This design comes from an exercise in tuning for small area, a short achievable clock period and few clock cycles on the open sky130 flow, not from production work. Function was checked by simulation only, so behaviour that the tests miss may differ from the original. Power figures rest on the tool's default switching activity, not on a simulated workload.

==> flow/design.v <==
module pd_framer (
    input  wire       clk,
    input  wire       rst,
    input  wire       in_valid,
    input  wire [7:0] in_data,
    output wire       in_ready,
    output wire       w_valid,
    output wire [7:0] w_data,
    output wire       w_dc,
    output wire       w_last,
    input  wire       w_ready,
    output wire       r_valid,
    output wire [7:0] r_data,
    input  wire       r_ready
);
    localparam [7:0] OP_SEND_COMMAND = 8'h10;
    localparam [7:0] OP_SEND_DATA    = 8'h11;
    localparam [7:0] OP_FB_CHECK     = 8'h20;
    localparam [7:0] OP_ENCODE_MONO  = 8'h21;
    localparam [7:0] OP_DECODE_MONO  = 8'h22;
    localparam [7:0] OP_ENCODE_RGB   = 8'h23;
    localparam [7:0] OP_WINDOW_CHECK = 8'h25;
    localparam [7:0] OP_STREAM_PIX   = 8'h34;
    localparam [7:0] OP_STREAM_FILL  = 8'h35;
    localparam [7:0] OP_CONFIG       = 8'h40;
    localparam [7:0] ST_OK        = 8'h00;
    localparam [7:0] ST_REFUSED   = 8'hFF;
    localparam [7:0] ST_SIZE      = 8'h42;
    localparam [7:0] ST_WINDOW    = 8'h43;
    localparam [7:0] ST_PANELKIND = 8'h45;
    localparam [7:0] ST_WIDTH     = 8'h46;
    localparam [7:0] ST_ENCODING  = 8'h47;
    localparam [7:0] ENC_MONO = 8'h01;
    localparam [7:0] ENC_RGB  = 8'h10;
    localparam [1:0] CS_NONE    = 2'd0;
    localparam [1:0] CS_PERCALL = 2'd1;
    localparam [1:0] CS_PERBYTE = 2'd2;
    localparam [2:0] S_OP    = 3'd0;   
    localparam [2:0] S_HDR   = 3'd1;   
    localparam [2:0] S_CHECK = 3'd2;   
    localparam [2:0] S_RHDR  = 3'd3;   
    localparam [2:0] S_WPRE  = 3'd4;   
    localparam [2:0] S_BODY  = 3'd5;   
    localparam [2:0] S_STAT  = 3'd6;   
    localparam [2:0] B_NONE  = 3'd0;
    localparam [2:0] B_DRAIN = 3'd1;   
    localparam [2:0] B_CMD   = 3'd2;   
    localparam [2:0] B_PASSW = 3'd3;   
    localparam [2:0] B_FILL  = 3'd4;   
    localparam [2:0] B_ENC   = 3'd5;   
    localparam [2:0] B_DEC   = 3'd6;   
    localparam [2:0] B_PASSR = 3'd7;   
    reg  [2:0]  state;
    reg  [7:0]  op;
    reg  [7:0]  hb [0:11];
    reg  [3:0]  hcnt;
    reg         cfg_tft;
    reg  [15:0] cfg_w, cfg_h;
    reg         cfg_dccmd;
    reg  [1:0]  cfg_cs;
    reg  [7:0]  cfg_xcmd, cfg_ycmd;
    reg         cfg_ram_en;
    reg  [7:0]  cfg_ram;
    reg  [7:0]  status;
    reg         stat_end;      
    reg         body_stream;   
    reg  [2:0]  body;
    reg  [32:0] bcnt;
    reg  [7:0]  rb [0:9];
    reg  [3:0]  rlen, ridx;
    reg  [3:0]  widx;
    reg  [7:0]  acc;
    reg  [2:0]  acc_n;
    reg  [7:0]  dbuf;
    reg  [3:0]  dbits;
    reg         wv, wdc, wl;
    reg  [7:0]  wd;
    reg         rv;
    reg  [7:0]  rd;
    assign w_valid = wv;
    assign w_data  = wd;
    assign w_dc    = wdc;
    assign w_last  = wl;
    assign r_valid = rv;
    assign r_data  = rd;
    wire w_load = !wv || w_ready;
    wire r_load = !rv || r_ready;
    reg        op_known;
    reg  [3:0] op_hlen;
    always @(*) begin
        op_known = 1'b1;
        case (in_data)
            OP_SEND_COMMAND: op_hlen = 4'd1;
            OP_SEND_DATA:    op_hlen = 4'd4;
            OP_FB_CHECK:     op_hlen = 4'd9;
            OP_ENCODE_MONO:  op_hlen = 4'd8;
            OP_DECODE_MONO:  op_hlen = 4'd9;
            OP_ENCODE_RGB:   op_hlen = 4'd8;
            OP_WINDOW_CHECK: op_hlen = 4'd12;
            OP_STREAM_PIX:   op_hlen = 4'd12;
            OP_STREAM_FILL:  op_hlen = 4'd10;
            OP_CONFIG:       op_hlen = 4'd11;
            default: begin
                op_hlen  = 4'd0;
                op_known = 1'b0;
            end
        endcase
    end
    reg [3:0] hlen;
    wire [15:0] f_w     = {hb[0], hb[1]};
    wire [15:0] f_h     = {hb[2], hb[3]};
    wire [7:0]  f_enc   = hb[4];
    wire [31:0] f_fblen = {hb[5], hb[6], hb[7], hb[8]};
    wire [31:0] f_len4  = {hb[4], hb[5], hb[6], hb[7]};
    wire [31:0] f_len0  = {hb[0], hb[1], hb[2], hb[3]};
    wire        win_at4 = (op == OP_WINDOW_CHECK);
    wire [15:0] lim_w   = win_at4 ? f_w : cfg_w;
    wire [15:0] lim_h   = win_at4 ? f_h : cfg_h;
    wire [15:0] x0 = win_at4 ? {hb[4],  hb[5]}  : {hb[0], hb[1]};
    wire [15:0] y0 = win_at4 ? {hb[6],  hb[7]}  : {hb[2], hb[3]};
    wire [15:0] x1 = win_at4 ? {hb[8],  hb[9]}  : {hb[4], hb[5]};
    wire [15:0] y1 = win_at4 ? {hb[10], hb[11]} : {hb[6], hb[7]};
    wire [31:0] f_pixlen = {hb[8], hb[9], hb[10], hb[11]};
    wire [15:0] f_color  = {hb[8], hb[9]};
    wire win_ok = (x0 <= x1) && (x1 < lim_w) && (y0 <= y1) && (y1 < lim_h);
    wire is_win_op = (op == OP_WINDOW_CHECK) || (op == OP_STREAM_PIX) ||
                     (op == OP_STREAM_FILL);
    wire [15:0] mul_a = is_win_op ? (x1 - x0 + 16'd1) : f_w;
    wire [15:0] mul_b = is_win_op ? (y1 - y0 + 16'd1) : f_h;
    wire [31:0] prod  = mul_a * mul_b;
    wire [32:0] prod2 = {prod, 1'b0};
    wire dims_zero = (f_w == 16'd0) || (f_h == 16'd0);
    wire w_not8    = (f_w[2:0] != 3'd0);
    wire        fb_enc_ok = (f_enc == ENC_MONO) || (f_enc == ENC_RGB);
    wire        fb_mono   = (f_enc == ENC_MONO);
    wire [32:0] fb_need   = fb_mono ? {4'd0, prod[31:3]} : prod2;
    reg  [7:0]  fb_status;
    always @(*) begin
        if (dims_zero)                        fb_status = ST_SIZE;
        else if (fb_mono && w_not8)           fb_status = ST_WIDTH;
        else if ({1'b0, f_fblen} != fb_need)  fb_status = ST_SIZE;
        else                                  fb_status = ST_OK;
    end
    reg in_rdy;
    assign in_ready = in_rdy;
    always @(*) begin
        in_rdy = 1'b0;
        case (state)
            S_OP:  in_rdy = r_load;
            S_HDR: in_rdy = 1'b1;
            S_BODY: begin
                case (body)
                    B_DRAIN: in_rdy = (bcnt != 33'd0);
                    B_PASSW: in_rdy = (bcnt != 33'd0) && w_load;
                    B_PASSR: in_rdy = (bcnt != 33'd0) && r_load;
                    B_ENC:   in_rdy = (bcnt != 33'd0) && ((acc_n != 3'd7) || r_load);
                    B_DEC:   in_rdy = (bcnt != 33'd0) && (dbits == 4'd0);
                    default: in_rdy = 1'b0;
                endcase
            end
            default: in_rdy = 1'b0;
        endcase
    end
    wire in_fire = in_valid && in_rdy;
    wire wpre_cmd = (widx == 4'd0) || (widx == 4'd5) || (widx == 4'd10);
    wire wpre_end = (widx == 4'd0) || (widx == 4'd4) || (widx == 4'd5) ||
                    (widx == 4'd9) || (widx == 4'd10);
    reg [7:0] wpre_byte;
    always @(*) begin
        case (widx)
            4'd0:    wpre_byte = cfg_xcmd;
            4'd1:    wpre_byte = x0[15:8];
            4'd2:    wpre_byte = x0[7:0];
            4'd3:    wpre_byte = x1[15:8];
            4'd4:    wpre_byte = x1[7:0];
            4'd5:    wpre_byte = cfg_ycmd;
            4'd6:    wpre_byte = y0[15:8];
            4'd7:    wpre_byte = y0[7:0];
            4'd8:    wpre_byte = y1[15:8];
            4'd9:    wpre_byte = y1[7:0];
            default: wpre_byte = cfg_ram;
        endcase
    end
    wire [3:0] wpre_last_idx = cfg_ram_en ? 4'd10 : 4'd9;
    integer i;
    always @(posedge clk) begin
        if (rst) begin
            state      <= S_OP;
            op         <= 8'd0;
            hcnt       <= 4'd0;
            hlen       <= 4'd0;
            cfg_tft    <= 1'b1;
            cfg_w      <= 16'd240;
            cfg_h      <= 16'd240;
            cfg_dccmd  <= 1'b0;
            cfg_cs     <= CS_NONE;
            cfg_xcmd   <= 8'h2A;
            cfg_ycmd   <= 8'h2B;
            cfg_ram_en <= 1'b1;
            cfg_ram    <= 8'h2C;
            status     <= ST_OK;
            stat_end   <= 1'b0;
            body_stream <= 1'b0;
            body       <= B_NONE;
            bcnt       <= 33'd0;
            rlen       <= 4'd0;
            ridx       <= 4'd0;
            widx       <= 4'd0;
            acc        <= 8'd0;
            acc_n      <= 3'd0;
            dbuf       <= 8'd0;
            dbits      <= 4'd0;
            wv         <= 1'b0;
            wd         <= 8'd0;
            wdc        <= 1'b0;
            wl         <= 1'b0;
            rv         <= 1'b0;
            rd         <= 8'd0;
        end else begin
            if (wv && w_ready) wv <= 1'b0;
            if (rv && r_ready) rv <= 1'b0;
            case (state)
            S_OP: begin
                if (in_fire) begin
                    if (op_known) begin
                        op    <= in_data;
                        hlen  <= op_hlen;
                        hcnt  <= 4'd0;
                        state <= S_HDR;
                    end else begin
                        rv <= 1'b1;
                        rd <= ST_REFUSED;
                    end
                end
            end
            S_HDR: begin
                if (in_fire) begin
                    hb[hcnt] <= in_data;
                    hcnt     <= hcnt + 4'd1;
                    if (hcnt == hlen - 4'd1)
                        state <= S_CHECK;
                end
            end
            S_CHECK: begin
                stat_end    <= 1'b0;
                body_stream <= 1'b0;
                body        <= B_NONE;
                bcnt        <= 33'd0;
                rlen        <= 4'd1;
                ridx        <= 4'd0;
                widx        <= 4'd0;
                acc_n       <= 3'd0;
                dbits       <= 4'd0;
                status      <= ST_OK;
                for (i = 0; i < 10; i = i + 1) rb[i] <= 8'd0;
                state       <= S_RHDR;
                case (op)
                OP_SEND_COMMAND: begin
                    stat_end <= 1'b1;
                    rlen     <= 4'd0;
                    body     <= B_CMD;
                    bcnt     <= 33'd1;
                    state    <= S_BODY;
                end
                OP_SEND_DATA: begin
                    if (f_len0 == 32'd0) begin
                        rb[0] <= ST_REFUSED;
                    end else begin
                        stat_end <= 1'b1;
                        rlen     <= 4'd0;
                        body     <= B_PASSW;
                        bcnt     <= {1'b0, f_len0};
                        state    <= S_BODY;
                    end
                end
                OP_FB_CHECK: begin
                    rb[0] <= fb_enc_ok ? fb_status : ST_REFUSED;
                    body  <= B_DRAIN;
                    bcnt  <= {1'b0, f_fblen};
                end
                OP_DECODE_MONO: begin
                    bcnt <= {1'b0, f_fblen};
                    if (!fb_enc_ok) begin
                        rb[0] <= ST_REFUSED;
                        body  <= B_DRAIN;
                    end else if (fb_status != ST_OK) begin
                        rb[0] <= fb_status;
                        body  <= B_DRAIN;
                    end else if (!fb_mono) begin
                        rb[0] <= ST_ENCODING;
                        body  <= B_DRAIN;
                    end else begin
                        rb[0] <= ST_OK;
                        rb[1] <= prod[31:24];
                        rb[2] <= prod[23:16];
                        rb[3] <= prod[15:8];
                        rb[4] <= prod[7:0];
                        rlen  <= 4'd5;
                        body  <= B_DEC;
                    end
                end
                OP_ENCODE_MONO: begin
                    bcnt <= {1'b0, f_len4};
                    if (dims_zero) begin
                        rb[0] <= ST_SIZE;
                        body  <= B_DRAIN;
                    end else if (w_not8) begin
                        rb[0] <= ST_WIDTH;
                        body  <= B_DRAIN;
                    end else if (f_len4 != prod) begin
                        rb[0] <= ST_SIZE;
                        body  <= B_DRAIN;
                    end else begin
                        rb[0] <= ST_OK;
                        rb[1] <= hb[0];
                        rb[2] <= hb[1];
                        rb[3] <= hb[2];
                        rb[4] <= hb[3];
                        rb[5] <= ENC_MONO;
                        rb[6] <= {3'd0, prod[31:27]};
                        rb[7] <= prod[26:19];
                        rb[8] <= prod[18:11];
                        rb[9] <= prod[10:3];
                        rlen  <= 4'd10;
                        body  <= B_ENC;
                    end
                end
                OP_ENCODE_RGB: begin
                    bcnt <= {f_len4, 1'b0};
                    if (dims_zero || (f_len4 != prod)) begin
                        rb[0] <= ST_SIZE;
                        body  <= B_DRAIN;
                    end else begin
                        rb[0] <= ST_OK;
                        rb[1] <= hb[0];
                        rb[2] <= hb[1];
                        rb[3] <= hb[2];
                        rb[4] <= hb[3];
                        rb[5] <= ENC_RGB;
                        rb[6] <= prod2[31:24];
                        rb[7] <= prod2[23:16];
                        rb[8] <= prod2[15:8];
                        rb[9] <= prod2[7:0];
                        rlen  <= 4'd10;
                        body  <= B_PASSR;
                    end
                end
                OP_WINDOW_CHECK: begin
                    if (!win_ok) begin
                        rb[0] <= ST_WINDOW;
                    end else begin
                        rb[0] <= ST_OK;
                        rb[1] <= prod[31:24];
                        rb[2] <= prod[23:16];
                        rb[3] <= prod[15:8];
                        rb[4] <= prod[7:0];
                        rlen  <= 4'd5;
                    end
                end
                OP_STREAM_PIX: begin
                    stat_end    <= 1'b1;
                    rlen        <= 4'd0;
                    bcnt        <= {1'b0, f_pixlen};
                    body_stream <= 1'b1;
                    if (!cfg_tft) begin
                        status <= ST_PANELKIND;
                        body   <= B_DRAIN;
                        state  <= S_BODY;
                    end else if (!win_ok) begin
                        status <= ST_WINDOW;
                        body   <= B_DRAIN;
                        state  <= S_BODY;
                    end else if ({1'b0, f_pixlen} != prod2) begin
                        status <= ST_SIZE;
                        body   <= B_DRAIN;
                        state  <= S_BODY;
                    end else begin
                        body   <= B_PASSW;
                        state  <= S_WPRE;
                    end
                end
                OP_STREAM_FILL: begin
                    stat_end    <= 1'b1;
                    rlen        <= 4'd0;
                    body_stream <= 1'b1;
                    if (!cfg_tft) begin
                        status <= ST_PANELKIND;
                        state  <= S_STAT;
                    end else if (!win_ok) begin
                        status <= ST_WINDOW;
                        state  <= S_STAT;
                    end else begin
                        body   <= B_FILL;
                        bcnt   <= prod2;
                        state  <= S_WPRE;
                    end
                end
                default: begin   
                    if ((hb[0] > 8'd1) || (hb[5] > 8'd1) || (hb[6] > 8'd2) ||
                        (hb[9] > 8'd1)) begin
                        rb[0] <= ST_REFUSED;
                    end else if (({hb[1], hb[2]} == 16'd0) ||
                                 ({hb[3], hb[4]} == 16'd0)) begin
                        rb[0] <= ST_SIZE;
                    end else begin
                        rb[0]      <= ST_OK;
                        cfg_tft    <= hb[0][0];
                        cfg_w      <= {hb[1], hb[2]};
                        cfg_h      <= {hb[3], hb[4]};
                        cfg_dccmd  <= hb[5][0];
                        cfg_cs     <= hb[6][1:0];
                        cfg_xcmd   <= hb[7];
                        cfg_ycmd   <= hb[8];
                        cfg_ram_en <= hb[9][0];
                        cfg_ram    <= hb[10];
                    end
                end
                endcase
            end
            S_RHDR: begin
                if (r_load) begin
                    rv   <= 1'b1;
                    rd   <= rb[ridx];
                    ridx <= ridx + 4'd1;
                    if (ridx == rlen - 4'd1)
                        state <= S_BODY;
                end
            end
            S_WPRE: begin
                if (w_load) begin
                    wv   <= 1'b1;
                    wd   <= wpre_byte;
                    wdc  <= wpre_cmd ? cfg_dccmd : !cfg_dccmd;
                    wl   <= (cfg_cs == CS_PERBYTE) ||
                            ((cfg_cs == CS_PERCALL) && wpre_end);
                    widx <= widx + 4'd1;
                    if (widx == wpre_last_idx)
                        state <= S_BODY;
                end
            end
            S_BODY: begin
                case (body)
                B_CMD: begin
                    if (w_load && (bcnt != 33'd0)) begin
                        wv    <= 1'b1;
                        wd    <= hb[0];
                        wdc   <= cfg_dccmd;
                        wl    <= (cfg_cs != CS_NONE);
                        bcnt  <= 33'd0;
                    end
                end
                B_DRAIN: begin
                    if (in_fire) bcnt <= bcnt - 33'd1;
                end
                B_PASSW: begin
                    if (in_fire) begin
                        wv   <= 1'b1;
                        wd   <= in_data;
                        wdc  <= !cfg_dccmd;
                        if (body_stream)
                            wl <= (cfg_cs != CS_NONE) && (bcnt == 33'd1);
                        else
                            wl <= (cfg_cs == CS_PERBYTE) ||
                                  ((cfg_cs == CS_PERCALL) && (bcnt == 33'd1));
                        bcnt <= bcnt - 33'd1;
                    end
                end
                B_FILL: begin
                    if (w_load && (bcnt != 33'd0)) begin
                        wv   <= 1'b1;
                        wd   <= bcnt[0] ? f_color[7:0] : f_color[15:8];
                        wdc  <= !cfg_dccmd;
                        wl   <= (cfg_cs != CS_NONE) && (bcnt == 33'd1);
                        bcnt <= bcnt - 33'd1;
                    end
                end
                B_PASSR: begin
                    if (in_fire) begin
                        rv   <= 1'b1;
                        rd   <= in_data;
                        bcnt <= bcnt - 33'd1;
                    end
                end
                B_ENC: begin
                    if (in_fire) begin
                        acc   <= {acc[6:0], (in_data == 8'd0)};
                        acc_n <= acc_n + 3'd1;
                        bcnt  <= bcnt - 33'd1;
                        if (acc_n == 3'd7) begin
                            rv <= 1'b1;
                            rd <= {acc[6:0], (in_data == 8'd0)};
                        end
                    end
                end
                B_DEC: begin
                    if (dbits != 4'd0) begin
                        if (r_load) begin
                            rv    <= 1'b1;
                            rd    <= dbuf[7] ? 8'h00 : 8'h01;
                            dbuf  <= {dbuf[6:0], 1'b0};
                            dbits <= dbits - 4'd1;
                        end
                    end else if (in_fire) begin
                        dbuf  <= in_data;
                        dbits <= 4'd8;
                        bcnt  <= bcnt - 33'd1;
                    end
                end
                default: ;
                endcase
                if ((bcnt == 33'd0) && (dbits == 4'd0)) begin
                    if (stat_end) state <= S_STAT;
                    else          state <= S_OP;
                end
            end
            S_STAT: begin
                if (r_load && w_load) begin
                    rv    <= 1'b1;
                    rd    <= status;
                    state <= S_OP;
                end
            end
            default: state <= S_OP;
            endcase
        end
    end
endmodule
==> flow/run.sh <==
#!/bin/bash
# synth_recipe.tcl (not shown) runs the flow's synth.tcl, then flattens the netlist and writes it again
# the make line also repeats each setting of config.mk as NAME=value (left out here)
make -C /OpenROAD-flow-scripts/flow DESIGN_CONFIG=/design/flow/config.mk WORK_HOME=/design/flow/orfs CLKGATE_MAP_FILE= SYNTH_SCRIPT=/design/flow/synth_recipe.tcl finish
==> flow/config.mk <==
export PLATFORM = sky130hd
export DESIGN_NAME = pd_framer
export DESIGN_NICKNAME = pd_framer
export VERILOG_FILES = /design/flow/design.v
export SDC_FILE = /design/flow/constraint.sdc
export NUM_CORES = 4
export LEC_CHECK = 0
export CAP_MARGIN = 20
export CORE_MARGIN = 2
export CORE_UTILIZATION = 40
export SLEW_MARGIN = 20
==> flow/constraint.sdc <==
create_clock -name core_clock -period 14.0 [get_ports {clk}]
set_input_delay 2.8000 -clock core_clock [delete_from_list [all_inputs] [get_ports {clk}]]
set_output_delay 2.8000 -clock core_clock [all_outputs]
set_load 0.01 [all_outputs]
==> results.toml <==
[route]
vias = 34164
drt-met1-wl_um = 61470
route.met3.wl_um = 19630
wl_um = 155500
avgViaCountPerCell = 6.452
drtIter0Drc = 5164
first_pass_iters = 13
drc = 0
met2_length_um = 64190
antenna_left = 0
wl_per_cell_um = 29.36
dr.max_layer_used = "met5"

[layout]
fin_util = 0.4413
areaGrowthSynthToFinish_pct = 9.109
layout-drive-gt1-share = 0.07720
final_net_count = 4561

[placed_design]
hpwlAfterDp_um = 114100
gp_congestion = 1.064
portBuffers = 33

[clock_network]
clock_sinks = 341
cts_buffers = 40
cts.clk_slew.worst_paths_ps = 60
clockBufferDepth = 3
cts_tree = "built"
clk_latency_ps = 610
cts_resized = 0
htreeDepth = 2
cts_hold_buf = 0
post_cts_buffers = 0
cts_root_buf = "clkbuf_16"

[pwr]
sw_frac_of_total = 0.2721
cell_internal_pwr_mw = 1.804
total_power_mw = 2.478
power_frac_comb = 0.128
clock_power_share = 0.450
p_seq_frac = 0.422
p_leak_nw = 15.30
ir_drop_v = 0.0001109
power-per-cell-area_nw_per_um2 = 65.73
switching_power_mw = 0.6741

[sta]
rsz0062_at_grt = "false"
setup_viol_count_final = 0
tightest_slew_ps = 1194
clock_skew_ps = 36.79
tns_ps = 0
period_needed_ps = 13500
period_share = 0.9640
timing.final.max_slew_violations = 0
maxSlewHeadroom = 0.1810
fmaxAchievable_mhz = 74.10
finalHoldViolations = 0

[synth]
synth_area_um2 = 34550
synth-edff-count = 166
syn_nets = 4630
netlist_instances = 4182
avgSynthCellArea_um2 = 8.261
ys_seq_elements = 341
yosysWarnings = 2
ys_async_sr_fraction = 0
ys.flop_type = "dfxtp_1"
synth_cell_types = 113
synth-seq-area-share = 0.2457

[worst_setup_path]
path_class = "flip-flop to flip-flop"
cp_slowest_stage_delay_ps = 670
worstPathMaxFanout = 30
endpoint_kind = "flip-flop"
required_ps = 14470
cp-start-kind = "flip-flop"
arrival_ps = 13970
cp_common_cell = "fa_1"
path_delay_family = "adder cells"
cpMaxStageDelayCell = "or4b_1"
path_buf_inv = 8

[die]
die_w_um = 297.9
die_area_um2 = 88730
initial_core_util = 0.4045
num_rows = 107
coreArea_um2 = 85410
die_h_um = 297.9
ios = 34

[grt]
grt_pass1_wl_um = 222700
first_global_vias = 31926
grt-ovfl-total = 0
grt_antenna_before_repair = 7
grt_util_all_layers = 0.3403
grt_max_degree = 71

[worst_hold_path]
hold_class = "flip-flop to flip-flop"

[flow_run]
maxCapViolCount = 0

[outcome]
status = "finished clean"
==> placed cells by master (no fill, tap or decap), types with 28 or more instances in the layout <==
| cell type | n |
|---|---|
| a211oi_1 | 34 |
| a21o_1 | 35 |
| a21oi_1 | 251 |
| a221oi_1 | 48 |
| a222oi_1 | 29 |
| a22o_1 | 38 |
| a22oi_1 | 38 |
| and2_1 | 29 |
| buf_4 | 145 |
| clkbuf_16 | 45 |
| clkdlybuf4s50_1 | 32 |
| dfxtp_1 | 175 |
| edfxtp_1 | 166 |
| fa_1 | 197 |
| ha_1 | 237 |
| inv_1 | 359 |
| mux2i_1 | 117 |
| nand2_1 | 533 |
| nand2b_1 | 32 |
| nand3_1 | 97 |
| nand4_1 | 49 |
| nor2_1 | 399 |
| nor2b_1 | 28 |
| nor3_1 | 78 |
| nor4_1 | 50 |
| o211ai_1 | 30 |
| o21ai_0 | 171 |
| o22ai_1 | 47 |
| or3_1 | 28 |
| xnor2_1 | 91 |
| xor2_1 | 43 |
==> cell type report <==
| type | instances | area, um2 |
|---|---|---|
| flip-flops and latches | 341 | 8488 |
| clock inverters | 18 | 203.9 |
| clock buffers | 56 | 1197 |
| diodes | 6 | 15.01 |
| fillers | 8639 | 47720 |
| repair buffers | 178 | 1424 |
| well taps | 1144 | 1431 |
| multi-input cells | 3192 | 23580 |
| inverters | 360 | 1351 |
==> worst min-delay path, stage by stage, from the launching register on <==
cell and delay, ps:
dfxtp_1 300, nand2_1 50, a21oi_1 50
==> synthesized netlist by cell type, types with 23 or more instances <==
| cell type | count | area (um2) |
|---|---|---|
| mux2i_1 | 117 | 1171 |
| or2_2 | 26 | 162.7 |
| buf_2 | 37 | 185.2 |
| nand2b_1 | 32 | 200.2 |
| a221oi_1 | 48 | 420.4 |
| and3_1 | 23 | 143.9 |
| a22o_1 | 38 | 332.8 |
| nor2_1 | 407 | 1528 |
| inv_1 | 359 | 1348 |
| dfxtp_1 | 175 | 3503 |
| a22oi_1 | 38 | 285.3 |
| o2111ai_1 | 27 | 236.5 |
| ha_1 | 238 | 2978 |
| fa_1 | 197 | 3944 |
| nor4_1 | 52 | 325.3 |
| clkbuf_1 | 210 | 788.3 |
| edfxtp_1 | 166 | 4985 |
| o22ai_1 | 47 | 294.0 |
| o21a_1 | 25 | 187.7 |
| o211ai_1 | 30 | 225.2 |
| a21oi_1 | 251 | 1256 |
| xnor2_1 | 92 | 805.8 |
| buf_1 | 24 | 90.09 |
| o21ai_0 | 172 | 860.8 |
| or3_1 | 28 | 175.2 |
| a211oi_1 | 34 | 255.2 |
| nand2_1 | 535 | 2008 |
| a21o_1 | 35 | 262.8 |
| nor2b_1 | 28 | 175.2 |
| nor3_1 | 80 | 400.4 |
| nand4_1 | 49 | 306.5 |
| a31oi_1 | 25 | 156.4 |
| nand3_1 | 97 | 485.5 |
| and2_1 | 29 | 181.4 |
| a222oi_1 | 29 | 290.3 |
| xor2_1 | 44 | 385.4 |
==> routing by layer <==
metal | vias up | GRT usage
li1 | 14730 | -
met4 | 10 | 0.1742
met2 | 2283 | 0.4940
met5 | - | 0.007576
met3 | 597 | 0.1103
met1 | 16544 | 0.4504
==> worst paths after layout <==
| check | from | to | slack, ps | depth (start not counted) |
|---|---|---|---|---|
| setup / recovery | op[5] | body[1] | 500 | 45 |
| hold / removal | cfg_w[9] | cfg_w[9] | 450 | 2 |
| setup reg to reg | op[5] | body[1] | 500 | 45 |
| hold reg to reg | cfg_w[9] | cfg_w[9] | 450 | 2 |
==> per-stage QoR <==
step	hold WS [ps]	worst slack, ps	cells	area [um2]
floorplan	420.5	1922	4182	34550
global placement	436.0	761.2	5214	36240
detailed placement	444.5	618.7	5215	36250
CTS	452.4	561.5	5289	37650
global route	462.4	22.49	5289	37680
finish	448.0	504.7	5295	37690
==> sequential cells by signal, indices dropped and copies added (netlist names), 16 cells and up <==
signal	count
bcnt	33
cfg_h	16
cfg_w	16
hb	96
rb	70
==> logic make-up after synthesis <==
logic type,Yosys count,synth area share
AO/OA/AOI/OAI,1012,0.2012
XOR/XNOR,150,0.04350
adder cells (fa/ha/maj),435,0.2004
buffers and inverters,649,0.07421
flip-flops,341,0.2457
multiplexers,128,0.03749
AND/OR/NAND/NOR,1467,0.1975
==> power by group through the flow <==
stage / Sequential [mW] / Combinational [mW] / Clock, mW
after floorplan: 1.07 / 0.187 / 0
after global placement: 1.07 / 0.303 / 0
after detailed placement: 1.07 / 0.301 / 0
after CTS: 1.05 / 0.303 / 1.12
after global routing: 1.05 / 0.331 / 1.16
final: 1.05 / 0.316 / 1.11
Testbench counts, summed over its fixed seeds: cycles 52,673.

-- separate check: timing with driven ports --
The flow's constraints put no driver on any port. The routed layout listed below was extracted and timed again, unchanged, in two steps. Step 1, drivers: a clkbuf_16 drives clk and a buf_2 each remaining input, both assumed. Step 2 times the ports against the registers' clock, not the clock port: input delays grow and output delays shrink by t, the midpoint of the rising clock arrivals with the driver on. Three values: no drivers, after step 1, after step 2; two values: the first two.
shift t [ns]: 0.655
slack for setup (ns): 0.505 / 0.505 / 0.505
worst setup path after step 2: register to register
clock arrival spread, ns: 0.037 / 0.037
worst slew at a driven data input, ns: 0.04
After both steps this run still meets setup and hold. For this run, drivers alone change the setup slack by 0.000 ns; drivers and shift together by 0.000 ns.
